What follows belongs to an exercise in optimizing a design on an open flow for small area, a short achievable clock period and few clock cycles; a production flow would make more cautious choices.
Where RTL was checked, it was by simulation tests only, not by an equivalence proof against the original.
Power and IR drop assume default switching activity.

==> flow/design.v (excerpt) <==
module kmsig_transport (
    input              clk,
    input              rst,
    input              ev_valid,
    output             ev_ready,
    input      [2:0]   ev_type,
    input      [7:0]   ev_data,
    output reg         ans_valid,
    output reg [1:0]   ans_code,
    output     [7:0]   ans_byte,
    input              init,
    input      [6:0]   init_addr,
    input              dis,
    input              ui_we,
    input      [1:0]   ui_wave,
    input      [63:0]  ui_freq,
    input      [1:0]   chg_clr,
    output             idle,
    output     [1:0]   wave,
    output     [63:0]  freq,
    output     [135:0] str0,
    output     [135:0] str1,
    output     [1:0]   chg
);
Size: roughly 500 flip-flops, roughly 450 I/O pins, about 24,000 µm² of cells after synthesis.
export LEC_CHECK = 0
export ABC_AREA = 1
export CAP_MARGIN = 20
export CORE_MARGIN = 2
export CORE_UTILIZATION = 40
export CTS_CLUSTER_DIAMETER = 80
export CTS_CLUSTER_SIZE = 25
export PLACE_DENSITY = 0.6
export SETUP_SLACK_MARGIN = 2.8
export SLEW_MARGIN = 20
create_clock -name core_clock -period 6.0 [get_ports {clk}]
standard.sh (not shown) runs the stock make flow with config.mk's settings and CLKGATE_MAP_FILE= SYNTH_SCRIPT=/design/flow/synth_recipe.tcl, a recipe that flattens the netlist after the stock synthesis.
==> flow/flow/run.sh <==
#!/bin/bash
# The standard layout, with the ports buffered by the smallest buffer cell.
set -euo pipefail
bash standard.sh "BUFFER_PORTS_ARGS=-buffer_cell sky130_fd_sc_hd__buf_1" finish > standard_flow.log 2>&1
Next try:
--- a/flow/design.v
+++ b/flow/design.v
@@ -41,20 +41,21 @@
     reg [6:0]  slave_addr;
     reg [1:0]  bus_state;
     reg [7:0]  rxbuf [0:7];
     reg [3:0]  rxlen;
     reg        wr1;           
     reg        wr2;           
     reg [7:0]  txbuf [0:3];
     reg        tx4;           
     reg [2:0]  txidx;         
     reg        tx_ff;         
+    reg [1:0]  tx_last;       
     reg [30:0] resp;          
     reg        resp_valid;    
     reg        pend1;         
     reg        busy;          
     reg [2:0]  div_cnt;
     reg        div_cy;        
     reg [9:0]  div_x;         
     reg        div_c;         
     reg [6:0]  div_rem;
     reg [3:0]  div_a;         
@@ -252,20 +253,21 @@
         if (accept && ev_type == EV_ADDRR && addr_match) begin
             txbuf[0] <= resp_valid ? resp[7:0] : 8'h00;
             txbuf[1] <= resp[15:8];
             txbuf[2] <= resp[23:16];
             txbuf[3] <= {1'b0, resp[30:24]};
             tx4      <= resp_valid;
             txidx    <= 3'd0;
         end
         if (accept && ev_type == EV_TXBYTE && in_tx) begin
             tx_ff <= !(txidx == 3'd0 || (tx4 && !txidx[2]));
+            tx_last <= txidx[1:0];
             if (txidx == 3'd0 || (tx4 && !txidx[2]))
                 txidx <= txidx + 3'd1;
         end
         if (x_qry)
             resp <= {enc_wave(wave_r), 1'b0, fr};
         if (rst)
             div_x <= 10'd0;
         else if (ui_we)
             div_x <= ui_freq[29:20];
         else if (busy)
@@ -319,17 +321,16 @@
             always @(posedge clk) begin
                 if (rst || ((hit || hitz) && !sel)) s0[g] <= dat;
                 if (rst || ((hit || hitz) &&  sel)) s1[g] <= dat;
             end
             assign str0[8*g +: 8] = {1'b0, s0[g]};
             assign str1[8*g +: 8] = {1'b0, s1[g]};
         end
     endgenerate
     assign str0[135:120] = 16'd0;
     assign str1[135:120] = 16'd0;
-    wire [1:0] tx_prev = txidx[1:0] - 2'd1;
-    assign ans_byte = tx_ff ? 8'hFF : txbuf[tx_prev];
+    assign ans_byte = tx_ff ? 8'hFF : txbuf[tx_last];
     assign idle = !pend1 && !busy && (m_cnt == 4'd0);
     assign wave = wave_r;
     assign freq = freq_r;
     assign chg  = chg_r;
 endmodule
=> The new run finished clean; synthesized area fell by 0.40%; clock power rose by 9.3%; final cell count fell by 0.76%; worst setup slack improves by 0.15 ns; global-route usage fell by 0.25 points; total power rose by 1.7%; first-iteration DRC count fell by 14%.
Testbench counts after the change, summed over its fixed seeds: cycles 13,673.
For the first run of this note, only the layout was checked, not whether the RTL still works.

--- another note on this design; it stands on its own ---

Setup of rev 12:
==> flow/design.v (excerpt) <==
module kmsig_transport (
    input              clk,
    input              rst,
    input              ev_valid,
    output             ev_ready,
    input      [2:0]   ev_type,
    input      [7:0]   ev_data,
    output reg         ans_valid,
    output reg [1:0]   ans_code,
    output reg [7:0]   ans_byte,
    input              init,
    input      [6:0]   init_addr,
    input              dis,
    input              ui_we,
    input      [1:0]   ui_wave,
    input      [63:0]  ui_freq,
    input      [1:0]   chg_clr,
    output             idle,
    output     [1:0]   wave,
    output     [63:0]  freq,
    output     [135:0] str0,
    output     [135:0] str1,
    output     [1:0]   chg
);
For scale: about 2,400 cells after synthesis.
export LEC_CHECK = 0
export ABC_AREA = 1
export CAP_MARGIN = 20
export CORE_MARGIN = 2
export CORE_UTILIZATION = 40
export CTS_CLUSTER_DIAMETER = 90
export CTS_CLUSTER_SIZE = 32
export PLACE_DENSITY = 0.6
export SETUP_SLACK_MARGIN = 3.1
export SLEW_MARGIN = 20
create_clock -name core_clock -period 6.0 [get_ports {clk}]
standard.sh (not shown) runs the stock make flow with config.mk's settings and CLKGATE_MAP_FILE= SYNTH_SCRIPT=/design/flow/synth_recipe.tcl, a recipe that flattens the netlist after the stock synthesis.
==> flow/flow/run.sh <==
#!/bin/bash
# The standard layout, with the ports buffered by the smallest buffer cell.
set -euo pipefail
bash standard.sh "BUFFER_PORTS_ARGS=-buffer_cell sky130_fd_sc_hd__buf_1" finish > standard_flow.log 2>&1
Testbench counts of rev 12, summed over its fixed seeds: cycles 13,673.
The following lists how rev 13 was set up differently from rev 12:
- a change of SETUP_SLACK_MARGIN from 3.1 to 3.2
Notes after the runs:
- The cell area of rev 13 exceeds that of rev 12 by 1.5%.
- Final cycle utilization of the critical path for rev 13: 1.2 points down relative to rev 12
- Taking rev 12 as the reference, in rev 13 fraction of area in multi-input gates saw an increase; cell count saw an increase.
- In rev 13, the reported leakage power came out about 1.1% above the value in rev 12.
- Minimum clock period: rev 13 vs rev 12 down 69 ps
- In the tables for rev 12 and rev 13, mean number of vias per cell reads higher with rev 13.
- From rev 12 to rev 13 the numbers moved as follows: portion of total power attributed to the clock network saw a decrease, weighted congestion at the end of routability-driven global placement moved down, total power consumption of the routed design went up 0.00016 W, total wire length climbed 3.9%.

## afterwards: timing with drivers on the ports
No port has a modelled driver above. Below, the same layouts with a new extraction and two added sets of constraints. Step 1 (the two cells are an assumption about what drives the block):
set clk [get_ports {clk}]
set_driving_cell -lib_cell sky130_fd_sc_hd__clkbuf_16 $clk
set_driving_cell -lib_cell sky130_fd_sc_hd__buf_2 [delete_from_list [all_inputs] $clk]
Step 2 adds t to the input delays and takes it off the output delays; t is the mean of the earliest and latest rising clock arrival at the registers after step 1. Input paths then give back, and output paths get back, about the clock's delay inside the block. Three values: ideal ports, drivers, drivers and shift; two values: the first two.
| run | shift t [ns] | setup slack, ns | hold slack, ns | worst register clock-pin slew, ns |
|---|---|---|---|---|
| the first run of note 1 | 0.665 | 2.570 / 2.570 / 2.309 | 0.426 / 0.426 / 0.426 | 0.10 / 0.10 |
| the second run of note 1 | 0.679 | 2.716 / 2.716 / 2.277 | 0.417 / 0.417 / 0.417 | 0.10 / 0.10 |
| rev 12 | 0.668 | 3.030 / 2.968 / 2.503 | 0.422 / 0.422 / 0.422 | 0.12 / 0.12 |
| rev 13 | 0.655 | 3.099 / 3.079 / 2.478 | 0.417 / 0.417 / 0.417 | 0.12 / 0.12 |
After both steps setup and hold are still met in every run listed. The setup slack of rev 13, which loses most, moves by -0.020 ns with the drivers and by -0.621 ns with both steps.
